This design comes from an exercise in tuning for a short achievable clock period and few clock cycles per item on the open sky130 flow, not from production work. Function was checked by simulation only, so behaviour that the tests miss may differ from the original. Power is estimated from default activity; no workload was simulated.

## config.mk

```make
export PLATFORM = sky130hd
export DESIGN_NAME = nezoba_core
export DESIGN_NICKNAME = nezoba_core
export VERILOG_FILES = /design/flow/design.v
export SDC_FILE = /design/flow/constraint.sdc
export NUM_CORES = 4
export LEC_CHECK = 0
export CAP_MARGIN = 20
export CORE_MARGIN = 2
export CORE_UTILIZATION = 40
export PLACE_DENSITY = 0.6
export SLEW_MARGIN = 20
```

## constraint.sdc

```tcl
create_clock -name core_clock -period 11.0 [get_ports {clk}]
set_input_delay 2.2000 -clock core_clock [delete_from_list [all_inputs] [get_ports {clk}]]
set_output_delay 2.2000 -clock core_clock [all_outputs]
set_load 0.01 [all_outputs]
```

## design.v

```verilog
module nezoba_maptab (
    input  wire [3:0] cfg,
    input  wire [3:0] btn,
    input  wire [1:0] slot,    
    output reg  [6:0] word
);
    always @(*) begin
        word = 7'h2B;
        case ({cfg, btn, slot})
            {4'd0, 4'd0,  2'd1}: word = 7'h11;    
            {4'd0, 4'd1,  2'd1}: word = 7'h15;    
            {4'd0, 4'd2,  2'd1}: word = 7'h17;    
            {4'd0, 4'd3,  2'd1}: word = 7'h13;    
            {4'd0, 4'd4,  2'd1}: word = 7'h00;    
            {4'd0, 4'd5,  2'd1}: word = 7'h01;
            {4'd0, 4'd6,  2'd1}: word = 7'h02;
            {4'd0, 4'd7,  2'd1}: word = 7'h03;
            {4'd0, 4'd8,  2'd1}: word = 7'h04;
            {4'd0, 4'd9,  2'd1}: word = 7'h05;
            {4'd0, 4'd10, 2'd1}: word = 7'h06;
            {4'd0, 4'd11, 2'd1}: word = 7'h07;
            {4'd0, 4'd12, 2'd1}: word = 7'h08;
            {4'd0, 4'd13, 2'd1}: word = 7'h09;
            {4'd0, 4'd14, 2'd1}: word = 7'h0A;    
            {4'd1, 4'd8,  2'd1}: word = 7'h40;    
            {4'd1, 4'd9,  2'd1}: word = 7'h01;    
            {4'd1, 4'd9,  2'd2}: word = 7'h02;    
            {4'd1, 4'd9,  2'd3}: word = 7'h43;    
            {4'd2, 4'd0,  2'd1}: word = 7'h13;    
            {4'd2, 4'd1,  2'd1}: word = 7'h13;    
            {4'd2, 4'd2,  2'd1}: word = 7'h13;    
            {4'd2, 4'd3,  2'd1}: word = 7'h17;    
            {4'd2, 4'd4,  2'd1}: word = 7'h12;    
            {4'd2, 4'd5,  2'd1}: word = 7'h16;    
            {4'd2, 4'd6,  2'd1}: word = 7'h11;    
            {4'd2, 4'd6,  2'd2}: word = 7'h11;
            {4'd2, 4'd6,  2'd3}: word = 7'h11;
            {4'd2, 4'd7,  2'd1}: word = 7'h10;    
            {4'd2, 4'd8,  2'd1}: word = 7'h1A;    
            {4'd2, 4'd9,  2'd1}: word = 7'h27;    
            {4'd2, 4'd9,  2'd2}: word = 7'h05;    
            {4'd2, 4'd10, 2'd1}: word = 7'h17;    
            {4'd15, 4'd0, 2'd1}: word = 7'h51;    
            {4'd15, 4'd1, 2'd1}: word = 7'h01;    
            {4'd15, 4'd1, 2'd2}: word = 7'h2C;    
            {4'd15, 4'd1, 2'd3}: word = 7'h02;    
            default: word = 7'h2B;
        endcase
    end
endmodule
module nezoba_debounce #(
    parameter [31:0] DEBOUNCE_TICKS = 32'd5000
) (
    input  wire        clk,
    input  wire        rst,
    input  wire        first,     
    input  wire        nv,        
    input  wire [31:0] now,
    input  wire [31:0] t_now,     
    input  wire        sample,    
    input  wire [7:0]  raw,
    output reg  [7:0]  acc,
    output reg  [7:0]  prev,
    output wire        res_eff,
    output wire        upd,       
    output reg         res,
    output reg         ans,
    output reg         same,
    output wire        el
);
    reg        tsu;       
    reg [31:0] ts;
    reg [31:0] tsv;
    reg        tsw;
    wire in_win;
    nezoba_window u_win (
        .clk(clk), .t(now), .lo(ts), .hi(tsv), .wrap(tsw), .in_win(in_win)
    );
    assign el = !in_win;                 
    wire eq  = (raw == prev);
    assign res_eff = res || (nv && (!el || ans));
    assign upd     = !res && nv && el && ans && same;
    always @(posedge clk) begin
        if (tsu && !same) begin
            ts         <= t_now;
            {tsw, tsv} <= {1'b0, t_now} + {1'b0, DEBOUNCE_TICKS} + 33'd1;
        end
        if (sample)
            same <= eq;
    end
    always @(posedge clk) begin
        if (rst) begin
            acc  <= 8'hFF;
            prev <= 8'hFF;
            res  <= 1'b0;
            ans  <= 1'b0;
            tsu  <= 1'b0;
        end else begin
            tsu <= sample;
            if (first) begin
                acc <= upd ? prev : acc;
                res <= (prev == (upd ? prev : acc));
                ans <= 1'b0;
            end else if (res_eff) begin
                res <= 1'b1;
                if (upd)
                    acc <= prev;
            end
            if (sample) begin
                prev <= raw;
                ans  <= 1'b1;
            end
        end
    end
endmodule
module nezoba_window (
    input  wire        clk,
    input  wire [31:0] t,
    input  wire [31:0] lo,
    input  wire [31:0] hi,
    input  wire        wrap,
    output wire        in_win
);
    reg [7:0] gt_lo, eq_lo, lt_hi, eq_hi;
    reg       wrap_r;
    integer i;
    always @(posedge clk) begin
        for (i = 0; i < 8; i = i + 1) begin
            gt_lo[i] <= (t[4*i +: 4] >  lo[4*i +: 4]);
            eq_lo[i] <= (t[4*i +: 4] == lo[4*i +: 4]);
            lt_hi[i] <= (t[4*i +: 4] <  hi[4*i +: 4]);
            eq_hi[i] <= (t[4*i +: 4] == hi[4*i +: 4]);
        end
        wrap_r <= wrap;
    end
    reg ge, lt;
    always @(*) begin
        ge = 1'b1;
        lt = 1'b0;
        for (i = 0; i < 8; i = i + 1) begin
            ge = gt_lo[i] | (eq_lo[i] & ge);
            lt = lt_hi[i] | (eq_hi[i] & lt);
        end
    end
    assign in_win = wrap_r ? (ge | lt) : (ge & lt);
endmodule
module nezoba_core #(
    parameter integer N_BUTTONS          = 15,
    parameter [31:0]  DEBOUNCE_TICKS     = 32'd5000,
    parameter [31:0]  TURBO_PERIOD_TICKS = 32'd13300,
    parameter [31:0]  CFG_DEBOUNCE_TICKS = 32'd5000,
    parameter integer CFG_MAX_READS      = 0,
    parameter [0:0]   TURBO_PHASE_INIT   = 1'b0
) (
    input  wire        clk,
    input  wire        rst,           
    input  wire [31:0] now,
    output reg  [1:0]  exp_op,
    input  wire [7:0]  exp_data,
    input  wire        exp_done,
    output reg  [2:0]  pin_pullup,
    input  wire [2:0]  cfg_pin,
    output reg  [7:0]  evt,
    output reg         evt_valid,
    output wire        halted,
    output wire [1:0]  fault
);
    localparam [1:0] OP_NONE = 2'd0, OP_INIT = 2'd1, OP_READA = 2'd2, OP_READB = 2'd3;
    localparam [2:0] S_INIT = 3'd0, S_CFG = 3'd1, S_WAIT = 3'd2,
                     S_BEGIN = 3'd4, S_RUN = 3'd5, S_HALT = 3'd6;
    localparam [7:0] EV_BEGIN = 8'h00, EV_RELALL = 8'h20, EV_PRESS = 8'h40,
                     EV_DPAD  = 8'h60, EV_COMMIT = 8'h80, EV_DIAG  = 8'hE3;
    localparam integer NS  = 3 * N_BUTTONS;    
    localparam integer NSA = 24;               
    reg  [2:0]  st;
    reg         halt_r;
    reg  [31:0] now_r;           
    reg         cfg_prev;
    reg         cfg_prev_v;
    reg  [31:0] cfg_t;           
    reg  [31:0] cfg_tv;          
    reg         cfg_tw;          
    reg  [1:0]  cfg_wt;          
    reg  [3:0]  cfg_index;
    reg         turbo_phase;
    reg  [31:0] turbo_ts;
    reg  [31:0] turbo_tv;        
    reg         turbo_tw;        
    reg         turbo_upd;       
    reg         turbo_tvu;       
    reg         relall_pend;     
    reg         c1;              
    reg         c2;              
    reg         nv;              
    reg         b_ans;           
    reg         dpad_done;       
    reg  [NS-1:0] allow;         
    assign halted = halt_r;
    assign fault  = {halt_r, halt_r};
    always @(posedge clk) now_r <= now;
    wire run      = (st == S_RUN);
    wire sample_a = run && exp_op == OP_READA && exp_done;
    wire sample_b = run && exp_op == OP_READB && exp_done;
    wire [7:0] acc_a, prev_a, acc_b, prev_b;
    wire       rese_a, rese_b, upd_a, upd_b;
    wire       res_a, ans_a, same_a, el_a, res_b, ans_b, same_b, el_b;
    nezoba_debounce #(.DEBOUNCE_TICKS(DEBOUNCE_TICKS)) u_bank_a (
        .clk(clk), .rst(rst), .first(relall_pend), .nv(nv),
        .now(now), .t_now(now_r),
        .sample(sample_a), .raw(exp_data),
        .acc(acc_a), .prev(prev_a), .res_eff(rese_a), .upd(upd_a),
        .res(res_a), .ans(ans_a), .same(same_a), .el(el_a)
    );
    nezoba_debounce #(.DEBOUNCE_TICKS(DEBOUNCE_TICKS)) u_bank_b (
        .clk(clk), .rst(rst), .first(relall_pend), .nv(nv),
        .now(now), .t_now(now_r),
        .sample(sample_b), .raw(exp_data),
        .acc(acc_b), .prev(prev_b), .res_eff(rese_b), .upd(upd_b),
        .res(res_b), .ans(ans_b), .same(same_b), .el(el_b)
    );
    wire tb_in;
    nezoba_window u_turbo_win (
        .clk(clk), .t(now), .lo(turbo_ts), .hi(turbo_tv), .wrap(turbo_tw), .in_win(tb_in)
    );
    wire tb_flip = c2 && !tb_in;                        
    wire turbo   = turbo_phase ^ tb_flip;               
    wire cfg_in;
    nezoba_window u_cfg_win (
        .clk(clk), .t(now), .lo(cfg_t), .hi(cfg_tv), .wrap(cfg_tw), .in_win(cfg_in)
    );
    wire [NS-1:0]   isb, tt, ill;
    wire [4*NS-1:0] pkey;
    wire [2*NS-1:0] sdx, sdy;       
    genvar gb, gs;
    generate
        for (gb = 0; gb < N_BUTTONS; gb = gb + 1) begin : g_btn
            for (gs = 1; gs <= 3; gs = gs + 1) begin : g_slot
                localparam integer J = gb*3 + gs-1;
                wire [6:0] w;
                nezoba_maptab u_rom (
                    .cfg(cfg_index), .btn(gb[3:0]), .slot(gs[1:0]), .word(w)
                );
                wire [5:0] k = w[5:0];
                assign isb[J] = (k < 6'd16);
                assign tt[J]  = w[6];
                assign ill[J] = (k >= 6'd44) || (w[6] && k >= 6'd16);
                assign pkey[4*J +: 4] = k[3:0];
                reg [1:0] dx, dy;
                always @(*) begin
                    case (k)
                        6'd17:   begin dx = 2'b00; dy = 2'b01; end    
                        6'd18:   begin dx = 2'b01; dy = 2'b01; end    
                        6'd19:   begin dx = 2'b01; dy = 2'b00; end    
                        6'd20:   begin dx = 2'b01; dy = 2'b11; end    
                        6'd21:   begin dx = 2'b00; dy = 2'b11; end    
                        6'd22:   begin dx = 2'b11; dy = 2'b11; end    
                        6'd23:   begin dx = 2'b11; dy = 2'b00; end    
                        6'd24:   begin dx = 2'b11; dy = 2'b01; end    
                        default: begin dx = 2'b00; dy = 2'b00; end    
                    endcase
                end
                assign sdx[2*J +: 2] = w[6] ? 2'b00 : dx;
                assign sdy[2*J +: 2] = w[6] ? 2'b00 : dy;
            end
        end
    endgenerate
    wire       wa_any [0:5], wa_agr [0:5], wa_ill [0:5], wa_wt [0:5];
    wire [3:0] wa_key [0:5];
    wire [NS-1:0] wa_pass [0:5];
    wire       wb_any [0:5], wb_agr [0:5], wb_ill [0:5], wb_wt [0:5];
    wire [3:0] wb_key [0:5];
    wire [NS-1:0] wb_pass [0:5];
    wire [3:0] dp [0:3];
    genvar gv;
    generate
        for (gv = 0; gv < 6; gv = gv + 1) begin : g_var
            localparam integer BX = (gv % 3 == 1) ? 1 : 0;    
            localparam integer BY = (gv % 3 == 0) ? 0 : 1;    
            localparam integer TI = gv / 3;
            nezoba_walk #(.NS(NS), .J0(0), .J1(NSA)) u_wa (
                .acc_x(BX ? prev_a : acc_a), .acc_y(BY ? prev_a : acc_a), .allow(allow),
                .isb(isb), .tt(tt), .ill(ill), .pkey(pkey),
                .turbo(turbo_phase ^ TI[0]), .nv(nv),
                .any(wa_any[gv]), .agree(wa_agr[gv]), .illo(wa_ill[gv]), .wt(wa_wt[gv]),
                .key(wa_key[gv]), .pass(wa_pass[gv])
            );
            nezoba_walk #(.NS(NS), .J0(NSA), .J1(NS)) u_wb (
                .acc_x(BX ? prev_b : acc_b), .acc_y(BY ? prev_b : acc_b), .allow(allow),
                .isb(isb), .tt(tt), .ill(ill), .pkey(pkey),
                .turbo(turbo_phase ^ TI[0]), .nv(nv),
                .any(wb_any[gv]), .agree(wb_agr[gv]), .illo(wb_ill[gv]), .wt(wb_wt[gv]),
                .key(wb_key[gv]), .pass(wb_pass[gv])
            );
        end
        for (gv = 0; gv < 4; gv = gv + 1) begin : g_dp
            nezoba_dpad #(.NS(NS)) u_dp (
                .acc_a(gv[0] ? prev_a : acc_a), .acc_b(gv[1] ? prev_b : acc_b),
                .sdx(sdx), .sdy(sdy), .dlut(dp[gv])
            );
        end
    endgenerate
    wire [7:0]    c_evt   [0:7];
    wire [7:0]    c_flags [0:7];
    wire [NS-1:0] c_allow [0:7];
    genvar ge;
    generate
        for (ge = 0; ge < 8; ge = ge + 1) begin : g_case
            localparam EA = ge % 2, EB = (ge / 2) % 2, ET = ge / 4;
            wire ra = res_a || (nv && (!EA || ans_a));
            wire ua = EA && !res_a && nv && ans_a && same_a;
            wire rb = res_b || (nv && (!EB || ans_b));
            wire ub = EB && !res_b && nv && ans_b && same_b;
            wire tf = c2 && !ET;
            wire [2:0] sa = (ra ? (ua ? 3'd1 : 3'd0) : 3'd2) + (tf ? 3'd3 : 3'd0);
            wire [2:0] sb = (rb ? (ub ? 3'd1 : 3'd0) : 3'd2) + (tf ? 3'd3 : 3'd0);
            wire       any_a = wa_any[sa], agr_a = wa_agr[sa], ill_a = wa_ill[sa], wt_a = wa_wt[sa];
            wire [3:0] key_a = wa_key[sa];
            wire       any_b = wb_any[sb], agr_b = wb_agr[sb], ill_b = wb_ill[sb], wt_b = wb_wt[sb];
            wire [3:0] key_b = wb_key[sb];
            wire [3:0] dl    = dp[{ub, ua}];
            wire       dk    = (ra || dp[{ub, 1'b0}] == dp[{ub, 1'b1}]) &&
                               (rb || dp[{1'b0, ua}] == dp[{1'b1, ua}]) &&
                               (ra || rb || dp[2'b00] == dp[2'b11]);
            reg        v, dg, pa, pb, dd;
            always @(*) begin
                dg = 1'b0; pa = 1'b0; pb = 1'b0; dd = 1'b0;
                if (any_a) begin
                    if (agr_a) begin
                        if (ill_a)
                            dg = b_ans;
                        else
                            pa = !wt_a;
                    end
                end else if (any_b) begin
                    if (agr_b) begin
                        if (ill_b)
                            dg = b_ans;
                        else
                            pb = !wt_b;
                    end
                end else
                    dd = dk;
                v = dg || pa || pb || dd;
            end
            assign c_flags[ge] = {3'd0, v, dg, pa, pb, dd};
            assign c_evt[ge]   = dg ? EV_DIAG :
                                 dd ? (EV_DPAD | {4'd0, dl}) :
                                      (EV_PRESS | {4'd0, pa ? key_a : key_b});
            assign c_allow[ge] = pa ? wa_pass[sa] : pb ? wb_pass[sb] : allow;
        end
    endgenerate
    wire cfg_r = ~exp_data[7];                         
    wire [2:0]    ci      = {tb_in, el_b, el_a};
    wire [7:0]    w_evt   = c_evt[ci];
    wire [NS-1:0] w_allow = c_allow[ci];
    wire          w_v     = c_flags[ci][4];
    wire          w_diag  = c_flags[ci][3];
    wire          w_dpad  = c_flags[ci][0];
    wire cm_now  = dpad_done && b_ans;
    wire cm_done = dpad_done && !b_ans && exp_op == OP_READB;
    wire commit  = cm_now || (cm_done && exp_done);
    always @(posedge clk) begin
        if (st == S_CFG && exp_done) begin
            cfg_prev  <= cfg_r;
            cfg_t     <= now;
            cfg_index <= {~cfg_pin[0], ~cfg_pin[1], ~cfg_pin[2], cfg_r};
        end
        {cfg_tw, cfg_tv} <= {1'b0, cfg_t} + {1'b0, CFG_DEBOUNCE_TICKS};
        if (st == S_BEGIN)
            turbo_ts <= now;          
        else if (turbo_upd)
            turbo_ts <= now_r;        
        if (turbo_tvu)
            {turbo_tw, turbo_tv} <= {1'b0, turbo_ts} + {1'b0, TURBO_PERIOD_TICKS};
        if (relall_pend)
            allow <= {NS{1'b1}};
        else if (!dpad_done)
            allow <= w_allow;
        if (st == S_BEGIN)
            evt <= EV_BEGIN;
        else if (dpad_done)
            evt <= EV_COMMIT;
        else
            evt <= relall_pend ? EV_RELALL : w_evt;
        c1 <= relall_pend;
        c2 <= c1;
        turbo_tvu <= turbo_upd || st == S_BEGIN;
    end
    always @(posedge clk) begin
        if (rst) begin
            st          <= S_INIT;
            exp_op      <= OP_INIT;
            pin_pullup  <= 3'b111;
            halt_r      <= 1'b0;
            cfg_prev_v  <= 1'b0;
            cfg_wt      <= 2'd0;
            turbo_phase <= TURBO_PHASE_INIT;
            turbo_upd   <= 1'b0;
            relall_pend <= 1'b0;
            nv          <= 1'b0;
            b_ans       <= 1'b0;
            dpad_done   <= 1'b0;
            evt_valid   <= 1'b0;
        end else begin
            evt_valid <= 1'b0;
            turbo_upd <= 1'b0;
            case (st)
                S_INIT: begin
                    if (exp_done) begin
                        exp_op <= OP_READB;
                        st     <= S_CFG;
                    end
                end
                S_CFG: begin
                    if (exp_done) begin
                        exp_op     <= OP_NONE;
                        cfg_prev_v <= 1'b1;
                        cfg_wt     <= 2'd2;
                        st         <= (cfg_prev_v && cfg_r == cfg_prev) ? S_BEGIN : S_WAIT;
                    end
                end
                S_WAIT: begin
                    if (cfg_wt != 2'd0)
                        cfg_wt <= cfg_wt - 2'd1;
                    else if (!cfg_in) begin
                        exp_op <= OP_READB;
                        st     <= S_CFG;
                    end
                end
                S_BEGIN: begin
                    evt_valid   <= 1'b1;        
                    exp_op      <= OP_READA;
                    relall_pend <= 1'b1;
                    st          <= S_RUN;
                end
                S_RUN: begin
                    if (exp_done) begin
                        if (exp_op == OP_READA)
                            exp_op <= OP_READB;
                        else if (exp_op == OP_READB)
                            exp_op <= dpad_done ? OP_READA : OP_NONE;
                    end
                    if (cm_now)
                        exp_op <= OP_READA;
                    if (sample_b)
                        b_ans <= 1'b1;
                    if (relall_pend) begin
                        nv    <= 1'b0;
                        b_ans <= 1'b0;
                    end
                    if (c1)
                        nv <= 1'b1;
                    if (tb_flip) begin
                        turbo_phase <= ~turbo_phase;
                        turbo_upd   <= 1'b1;
                    end
                    relall_pend <= commit;
                    if (relall_pend)
                        evt_valid <= 1'b1;
                    else if (dpad_done) begin
                        evt_valid <= commit;
                        dpad_done <= !commit;
                    end else begin
                        evt_valid <= w_v;
                        dpad_done <= w_dpad;
                        if (w_diag) begin
                            halt_r <= 1'b1;
                            exp_op <= OP_NONE;
                            st     <= S_HALT;
                        end
                    end
                end
                default: ;    
            endcase
        end
    end
endmodule
module nezoba_walk #(
    parameter integer NS = 45,
    parameter integer J0 = 0,
    parameter integer J1 = 24
) (
    input  wire [7:0]      acc_x,
    input  wire [7:0]      acc_y,
    input  wire [NS-1:0]   allow,
    input  wire [NS-1:0]   isb,
    input  wire [NS-1:0]   tt,
    input  wire [NS-1:0]   ill,
    input  wire [4*NS-1:0] pkey,
    input  wire            turbo,
    input  wire            nv,
    output wire            any,
    output reg             agree,
    output reg             illo,
    output reg             wt,
    output reg  [3:0]      key,
    output wire [NS-1:0]   pass
);
    wire [NS-1:0] act, both;
    wire [NS:0]   below;           
    assign below[J0] = 1'b0;
    genvar gj;
    generate
        for (gj = 0; gj < NS; gj = gj + 1) begin : g_j
            if (gj >= J0 && gj < J1) begin : g_in
                wire px = !acc_x[gj/3 - J0/3];
                wire py = !acc_y[gj/3 - J0/3];
                wire g  = allow[gj] &&
                          ((isb[gj] && (!tt[gj] || !nv || turbo)) || ill[gj]);
                assign act[gj]  = g && (px || py);
                assign both[gj] = px && py;
                assign below[gj+1] = below[gj] || act[gj];
                assign pass[gj] = allow[gj] && below[gj];
            end else begin : g_out
                assign act[gj]  = 1'b0;
                assign both[gj] = 1'b0;
                assign pass[gj] = allow[gj];
            end
        end
    endgenerate
    assign any = below[J1];
    integer j;
    always @(*) begin
        key = 4'd0; illo = 1'b0; wt = 1'b0; agree = 1'b0;
        for (j = J1-1; j >= J0; j = j - 1)
            if (act[j]) begin
                key   = pkey[4*j +: 4];
                illo  = ill[j];
                wt    = tt[j] && !nv;
                agree = both[j];
            end
    end
endmodule
module nezoba_dpad #(
    parameter integer NS = 45
) (
    input  wire [7:0]      acc_a,
    input  wire [7:0]      acc_b,
    input  wire [2*NS-1:0] sdx,
    input  wire [2*NS-1:0] sdy,
    output reg  [3:0]      dlut
);
    wire [15:0] accepted = {acc_b, acc_a};
    reg [NS:0] px, mx, py, my;
    reg        p;
    integer j;
    always @(*) begin
        px = {{NS{1'b0}}, 1'b1};
        mx = {{NS{1'b0}}, 1'b1};
        py = {{NS{1'b0}}, 1'b1};
        my = {{NS{1'b0}}, 1'b1};
        for (j = 0; j < NS; j = j + 1) begin
            p  = !accepted[j/3];
            px = px | ({px[NS-1:0], 1'b0} & {(NS+1){p && sdx[2*j +: 2] == 2'b01}});
            mx = mx | ({mx[NS-1:0], 1'b0} & {(NS+1){p && sdx[2*j +: 2] == 2'b11}});
            py = py | ({py[NS-1:0], 1'b0} & {(NS+1){p && sdy[2*j +: 2] == 2'b01}});
            my = my | ({my[NS-1:0], 1'b0} & {(NS+1){p && sdy[2*j +: 2] == 2'b11}});
        end
    end
    wire xp = |(px[NS:1] & ~mx[NS:1]);
    wire xm = |(mx[NS:1] & ~px[NS:1]);
    wire yp = |(py[NS:1] & ~my[NS:1]);
    wire ym = |(my[NS:1] & ~py[NS:1]);
    always @(*) begin
        case ({xp, xm, yp, ym})
            4'b0010: dlut = 4'd1;    
            4'b1010: dlut = 4'd2;    
            4'b1000: dlut = 4'd3;    
            4'b1001: dlut = 4'd4;    
            4'b0001: dlut = 4'd5;    
            4'b0101: dlut = 4'd6;    
            4'b0100: dlut = 4'd7;    
            4'b0110: dlut = 4'd8;    
            default: dlut = 4'd0;    
        endcase
    end
endmodule
```

## flow/run.sh

```bash
#!/bin/bash
set -euo pipefail
bash standard.sh SETUP_SLACK_MARGIN=7.8 MATCH_CELL_FOOTPRINT=0 \
    "BUFFER_PORTS_ARGS=-buffer_cell sky130_fd_sc_hd__buf_4" finish > standard_make.log 2>&1
```

## standard.sh

```bash
#!/bin/bash
# synth_recipe.tcl (not shown) runs the flow's synth.tcl, then flattens the netlist and writes it again
# the make line also repeats each setting of config.mk as NAME=value (left out here)
make -C /OpenROAD-flow-scripts/flow DESIGN_CONFIG=/design/flow/config.mk WORK_HOME=/design/flow/orfs CLKGATE_MAP_FILE= SYNTH_SCRIPT=/design/flow/synth_recipe.tcl "${@:-finish}"
```

==> impl_metrics.env, run 1 <==
export IMPL_fp_row_count=99
export IMPL_maxSlewViolCount=0
export IMPL_postRouteAntennaNets=0
export IMPL_synth_edf_count=233
export IMPL_fillCellCount=6848
export IMPL_fin_tns_setup_ns=0
export IMPL_min_path_type="reg2reg"
export IMPL_dp_slack_ns=5.67
export IMPL_remaining_drc_errors=0
export IMPL_cp_max_fo=18
export IMPL_drt_iter0_drc=2175
export IMPL_die_w_um=276
export IMPL_fin_crit_ns=4.21
export IMPL_final_area_um2=35300
export IMPL_ir_worst_vdd_uv=142
export IMPL_worstSkewPairLatency_ns=0.63
export IMPL_fin_ws_ns=6.79
export IMPL_cts_htree_levels=2
export IMPL_place_hpwl_um=64600
export IMPL_numClockSinks=507
export IMPL_hold_viol_final=0
export IMPL_cts_reportedPaths_clkPinSlew_ns=0.06
export IMPL_layout_nets=3600
export IMPL_crit_slowest_cell="or4_4"
export IMPL_synthCells=3117
export IMPL_worstReg2RegEnd="allow[42]"
export IMPL_initial_core_util=0.405
export IMPL_r2r_cells=16
export IMPL_avgSynthCellArea_um2=9.47
export IMPL_rrSetupSlack_ns=6.79
export IMPL_routabilityCongestion=1.02
export IMPL_cts_max_path_buffers=3
export IMPL_hp_start="cfg_tw"
export IMPL_io_pins=63
export IMPL_io_buffers=58
export IMPL_gr_total_overflow=0
export IMPL_dieArea_um2=76000
export IMPL_drt_pass1_iterations=6
export IMPL_coreArea_um2=73000
export IMPL_ys_seq_area_frac=0.423
export IMPL_hold_path_depth=0
export IMPL_cts_buffers=55
export IMPL_n_antenna_cell=0
export IMPL_r2r_start="cfg_index[3]"
export IMPL_power_density_nw_per_um2=124
export IMPL_min_to="u_cfg_win.wrap_r"
export IMPL_critPathCaptureType="flop"
export IMPL_start_kind="flop"
export IMPL_routedWlPerCell_um=21.2
export IMPL_fmax_ghz=0.237
export IMPL_rsz0062_at_grt="yes"
export IMPL_ys_ff_latch=507
export IMPL_crit_required_ns=11.47
export IMPL_leakage_nw=14.3
export IMPL_async_flop_share=0
export IMPL_antenna_found_initial=0
export IMPL_status="no timing/DRC/antenna violations"
export IMPL_ys_flop_type="dfxtp_1"
export IMPL_worstPathArrival_ns=4.68
export IMPL_slew_headroom=0.252
export IMPL_grt_total_usage=0.234
export IMPL_die_h_um=276
export IMPL_yosysUniqueCellTypes=105
export IMPL_placed_area_um2=31000
export IMPL_setup_violations=0
export IMPL_area_growth_pct=19.6
export IMPL_routed_via_density=5.74
export IMPL_grt_first_pass_wirelength_um=138000
export IMPL_cts_root_buf="clkbuf_16"
export IMPL_worst_pin_slew_ns=1.11
export IMPL_max_cap_viol_count=0
export IMPL_synth_area_um2=29500
export IMPL_path_cells="buf_4 > nor4b_4 > buf_4 > nand3_1 > nor2_1 > or3_4 > o21ai_0 > a32o_2 > a2111o_1 > buf_6 > o21ai_2 > nand2_1 > or4_4 > buf_12 > mux2i_1 > nand2_1"
export IMPL_drive_above_1_share=0.174
export IMPL_grt_max_degree=66
export IMPL_whs_ns=0.328
export IMPL_wirelength_um=90900
export IMPL_cpPeakStageDelay_ns=0.53
export IMPL_finClkSkew_ns=0.0280
export IMPL_yosys_warnings=7
export IMPL_tritoncts="yes"
export IMPL_path_class="reg2reg"
export IMPL_vias=24600
export IMPL_fin_crit_sh=0.383
export IMPL_first_global_vias=23400
[routing by layer]
metal,wire length (um),track usage,vias to the layer above
li1,-,-,11700
met1,40100,0.318,11700
met2,41200,0.382,935
met3,6050,0.0342,227
met4,3560,0.0768,0
met5,0,0,-
[cells in the final DEF, fill, tap and decap left out, types with 32 or more instances in the layout]
cell	count
nand2_1	219
mux2_2	32
nor2_1	204
dfxtp_1	254
inv_1	257
o22ai_1	42
buf_4	172
edfxtp_1	233
clkbuf_16	60
nand3_1	71
o211ai_1	47
a21oi_1	170
and4_1	60
o21ai_0	160
nand2b_1	85
ha_1	274
xnor2_1	99
nor2b_1	80
[critical path: cells and delay by family, from the launching register on]
kind,cells,cell delay (ns)
buffers and inverters,4,0.83
AO/OA/AOI/OAI,4,0.97
AND/OR/NAND/NOR,7,1.61
multiplexers,1,0.14
flip-flops,1,0.50
[final cells by class]
cell class	count	area, um2	area share
inverters	265	1020	0.0289
clock inverters	35	387	0.0109
multi-input cells	2232	16800	0.476
well taps	959	1200	0.0340
flip-flops and latches	507	12500	0.354
clock buffers	69	1500	0.0425
repair buffers	213	1890	0.0534
[cell families after synthesis]
group,count (synthesis),synth area share
simple gates,973,0.173
compound gates,794,0.177
flops,507,0.423
buf+inv,382,0.0512
fa+ha+maj,290,0.123
xor+xnor,128,0.0380
mux,41,0.0153
other cells,2,0.000254
[sequential cells by signal (all words and copies together) (netlist names), 17 cells and up]
| register | count |
|---|---|
| cfg_tv | 32 |
| turbo_tv | 32 |
| u_bank_b.ts | 32 |
| allow | 17 |
| turbo_ts | 32 |
| cfg_t | 32 |
| now_r | 32 |
| u_bank_b.tsv | 32 |
| u_bank_a.ts | 32 |
| u_bank_a.tsv | 32 |
[worst max path at each step]
stage / endpoint / from / cells past startpoint
3_5_place_dp: allow[33] / nv / 15
5_1_grt: allow[42] / u_bank_b.same / 19
2_1_floorplan: allow[33] / nv / 20
6_report: allow[42] / cfg_index[3] / 16
3_3_place_gp: allow[33] / nv / 15
4_1_cts: allow[42] / u_bank_b.same / 17
[timing repair]
item | 4_1_cts | 5_1_grt
hold buffers | 0 | 0
endpoints found under the hold margin | 0 | 0
setup endpoints to repair | 46 | 86
cloned | 4 | 4
setup buffers | 77 | 47
gates resized for setup | 148 | 148
pin swaps | 43 | 53
[power breakdown]
group / leakage [nW] / switching (W) / internal, W
Combinational: 9.02 / 0.000214 / 0.000162
Sequential: 4.37 / 0.0000680 / 0.00203
Clock: 0.897 / 0.000817 / 0.00110
[metrics by stage]
stage               std cells  utilization  power (W)
detailed placement       4044        0.425    0.00247
global placement         4044        0.425    0.00247
finish                   4280        0.484    0.00439
floorplan                3119            -    0.00233
global route             4280        0.484    0.00456
CTS                      4229        0.469    0.00441
[synthesized netlist by cell type (all sizes together) (18+ instances only)]
library cell,count,area share
nand2,233,0.030
ha,278,0.12
a21oi,186,0.032
nand4,25,0.0053
and2,21,0.0044
o22ai,47,0.010
and3,29,0.0061
o21a,34,0.0086
nor2b,83,0.018
nor2,228,0.029
and4,60,0.018
nand3,81,0.014
a21o,30,0.0076
o211ai,49,0.013
edfxtp,233,0.24
dfxtp,274,0.19
a21boi,18,0.0046
nor3,44,0.0081
mux2,33,0.013
inv,263,0.033
xnor2,100,0.030
a31oi,24,0.0053
nand2b,88,0.019
buf,30,0.0064
o21ai,186,0.032
a211oi,33,0.0086
clkbuf,87,0.011
xor2,28,0.0083
Testbench counts, summed over its fixed seeds: cycles 3,106, iterations 480.
==> run 2: changes to the inputs <==
--- a/design.v
+++ b/design.v
@@ -367,3 +367,6 @@
         end
-        {cfg_tw, cfg_tv} <= {1'b0, cfg_t} + {1'b0, CFG_DEBOUNCE_TICKS};
+        if (st == S_CFG && exp_done)
+            {cfg_tw, cfg_tv} <= {1'b0, now_r} + {1'b0, CFG_DEBOUNCE_TICKS};
+        else
+            {cfg_tw, cfg_tv} <= {1'b0, cfg_t} + {1'b0, CFG_DEBOUNCE_TICKS};
         if (st == S_BEGIN)
@@ -417,3 +420,3 @@
                         cfg_prev_v <= 1'b1;
-                        cfg_wt     <= 2'd2;
+                        cfg_wt     <= (now == now_r) ? 2'd1 : 2'd2;
                         st         <= (cfg_prev_v && cfg_r == cfg_prev) ? S_BEGIN : S_WAIT;
==> run 2 against run 1 <==
Compared with the run above:
- still clean on timing, DRC and antenna
- sequential power about the same
- clock-buffer cell count up 8
- critical path depth down 1
- area after synthesis up 5.8%
- sequential share of layout area down 1.8 points
- non-clock buffer count up 9
- critical endpoint is now allow[27]
- largest power group unchanged
- highest routed layer unchanged
==> impl_metrics.env, run 2 <==
export IMPL_yosysTopAreaCell="edfxtp_1"
export IMPL_ys_seq_area_frac=0.400
export IMPL_seqCellArea_um2=12500
export IMPL_routabilityCongestion=1.06
export IMPL_gr_total_overflow=0
export IMPL_die_h_um=283
export IMPL_power_density_nw_per_um2=119
export IMPL_r2r_start="cfg_index[3]"
export IMPL_setup_violations=0
export IMPL_start_kind="flop"
export IMPL_avgSynthCellArea_um2=9.21
export IMPL_numClockSinks=507
export IMPL_worstPathArrival_ns=4.87
export IMPL_synth_area_um2=31200
export IMPL_crit_required_ns=11.51
export IMPL_fmax_ghz=0.229
export IMPL_vias=26700
export IMPL_worst_pin_slew_ns=1.00
export IMPL_ys_flop_type="dfxtp_1"
export IMPL_netlist_top_cells_count="282 x nand2_1, 280 x ha_1, 274 x dfxtp_1, 262 x inv_1, 257 x nor2_1"
export IMPL_mostFrequentLayoutCells="277 x nand2_1, 275 x ha_1, 259 x inv_1"
export IMPL_initial_core_util=0.404
export IMPL_status="no timing/DRC/antenna violations"
export IMPL_maxSlewViolCount=0
export IMPL_fin_crit_ns=4.36
export IMPL_rrSetupSlack_ns=6.64
export IMPL_routed_via_density=5.77
export IMPL_fin_tns_setup_ns=0
export IMPL_synthCells=3392
export IMPL_io_buffers=58
export IMPL_drt_pass1_iterations=7
export IMPL_first_global_vias=26000
export IMPL_final_common_cell="nand2_1"
export IMPL_hp_start="cfg_tw"
export IMPL_multiInputGateArea_um2=18700
export IMPL_rsz0062_at_grt="yes"
export IMPL_cts_reportedPaths_clkPinSlew_ns=0.07
export IMPL_ys_ff_latch=507
export IMPL_critPathCaptureType="flop"
export IMPL_place_hpwl_um=71600
export IMPL_hold_viol_final=0
export IMPL_slew_headroom=0.333
export IMPL_grt_total_usage=0.244
export IMPL_ir_worst_vdd_uv=148
export IMPL_routedWlPerCell_um=21.7
export IMPL_die_w_um=283
export IMPL_path_class="reg2reg"
export IMPL_min_to="u_cfg_win.wrap_r"
export IMPL_fillCellCount=7402
export IMPL_finClkSkew_ns=0.0374
export IMPL_min_path_type="reg2reg"
export IMPL_fin_crit_sh=0.396
export IMPL_cts_htree_levels=2
export IMPL_cts_max_path_buffers=3
export IMPL_max_cap_viol_count=0
export IMPL_hold_path_depth=0
export IMPL_antenna_found_initial=1
export IMPL_area_growth_pct=19.2
export IMPL_cp_max_fo=10
export IMPL_worstSkewPairLatency_ns=0.65
export IMPL_dieArea_um2=80400
export IMPL_cts_root_buf="clkbuf_16"
export IMPL_remaining_drc_errors=0
export IMPL_drive_above_1_share=0.174
export IMPL_wirelength_um=101000
export IMPL_whs_ns=0.335
export IMPL_worstReg2RegEnd="allow[27]"
export IMPL_r2r_cells=15
export IMPL_grt_max_degree=70
export IMPL_postCtsHoldBufs=0
export IMPL_yosysUniqueCellTypes=106
export IMPL_grt_first_pass_wirelength_um=154000
export IMPL_synth_edf_count=233
export IMPL_async_flop_share=0
export IMPL_yosys_warnings=7
export IMPL_postRouteAntennaNets=0
export IMPL_tritoncts="yes"
export IMPL_coreArea_um2=77300
export IMPL_cts_buffers=56
export IMPL_yosysTopAreaCellShare=0.224
export IMPL_ys_top_cells_by_area="edfxtp_1 22%, dfxtp_1 18%, ha_1 11%, xnor2_1 3.8%, nand2_1 3.4%"
export IMPL_drt_iter0_drc=2545
export IMPL_io_pins=63
export IMPL_leakage_nw=14.9
export IMPL_layout_nets=3870
export IMPL_yosysMostFrequentCell="nand2_1"
export IMPL_fp_row_count=102
run 2: area by class of cell:
cell class	instances	area share
Antenna cell	1	0.0000672
Clock buffer	77	0.0411
Clock inverter	29	0.00716
Inverter	268	0.0280
Multi-Input combinational cell	2487	0.502
Sequential cell	507	0.337
Tap cell	1040	0.0349
Timing Repair Buffer	222	0.0500
run 2: per-layer routing:
| metal | wire length, um | GRT usage | share of wire | up-vias |
|---|---|---|---|---|
| li1 | - | - | - | 12600 |
| met1 | 41400 | 0.307 | 0.41 | 12800 |
| met2 | 47300 | 0.414 | 0.47 | 993 |
| met3 | 6840 | 0.0400 | 0.068 | 299 |
| met4 | 5010 | 0.102 | 0.050 | 0 |
| met5 | 0 | 0 | 0 | - |
run 2: where the power goes:
| group | internal, W | leakage [nW] | switching, W | total (W) |
|---|---|---|---|---|
| clock | 0.00103 | 0.867 | 0.000811 | 0.00184 |
| sequential | 0.00204 | 4.37 | 0.0000821 | 0.00213 |
| combinational | 0.000195 | 9.63 | 0.000272 | 0.000467 |
run 2: critical path, stage by stage (launching register included):
cell and delay, ns:
edfxtp_1 0.42, buf_4 0.22, or4_4 0.58, buf_12 0.18, o32ai_4 0.29, nor2_1 0.16
a211oi_4 0.51, buf_4 0.21, a311oi_4 0.11, buf_6 0.15, nand2_1 0.06, o21ai_1 0.06
a21o_2 0.26, or4_4 0.63, o41ai_4 0.31, nand2_1 0.08
run 2: how the worst max path moves through the flow:
stage / startpoint / end / slack, ns / depth (start not counted)
finish: cfg_index[3] / allow[27] / 6.64 / 15
global route: cfg_index[0] / allow[29] / 6.56 / 16
CTS: cfg_index[1] / evt[0] / 6.75 / 13
detailed placement: cfg_index[1] / allow[27] / 5.72 / 12
global placement: cfg_index[1] / allow[27] / 5.83 / 12
floorplan: nv / allow[36] / 7.06 / 21
run 2: stage by stage:
step | cell area [um2] | total power (W) | setup WS [ns] | utilization | cells
6_report | 37200 | 0.00443 | 6.64 | 0.481 | 4631
5_1_grt | 37200 | 0.00461 | 6.56 | 0.481 | 4630
4_1_cts | 36500 | 0.00443 | 6.75 | 0.472 | 4603
2_1_floorplan | 31500 | 0.00239 | 7.06 | - | 3394
3_3_place_gp | 32800 | 0.00256 | 5.83 | 0.424 | 4382
3_5_place_dp | 32800 | 0.00256 | 5.72 | 0.424 | 4382
run 2: cell families (layout without fill, tap and decap cells):
kind of cell	Yosys count	after routing	synth area share
mux	45	45	0.0156
fa+ha+maj	287	287	0.115
buf+inv	406	596	0.0521
simple gates	1171	1177	0.197
other cells	2	5	0.000240
flops	507	507	0.400
xor+xnor	190	190	0.0533
compound gates	784	784	0.167
run 2: what timing repair did:
action	4_1_cts	5_1_grt
pin swaps	54	26
setup buffers	109	27
cloned	6	0
resized for setup	219	103
setup endpoints to repair	136	74
Testbench counts of run 2, summed over its fixed seeds: cycles 3,091, iterations 480.

static timing again, ports no longer ideal:
Ports are ideal in the flow. The routed layouts listed here were re-timed in OpenROAD.
Step 1 assumes that a clkbuf_16 drives the clock port and a buf_2 every other input.
Step 2 times the ports against the registers' clock, not the clock port: input delays grow and output delays shrink by t, the midpoint of the rising clock arrivals with the driver on.
a / b / c = ideal ports / drivers / drivers and shift; a / b = the first two.
run	t (ns)	setup slack, ns	worst setup path after step 2	worst slew at a driven data input, ns	pins driven straight from the clock port
run 1	0.683	6.788 / 6.788 / 6.788	register to register	0.05	1
run 2	0.694	6.639 / 6.639 / 6.639	register to register	0.09	1
After both steps every run listed still meets setup and hold.
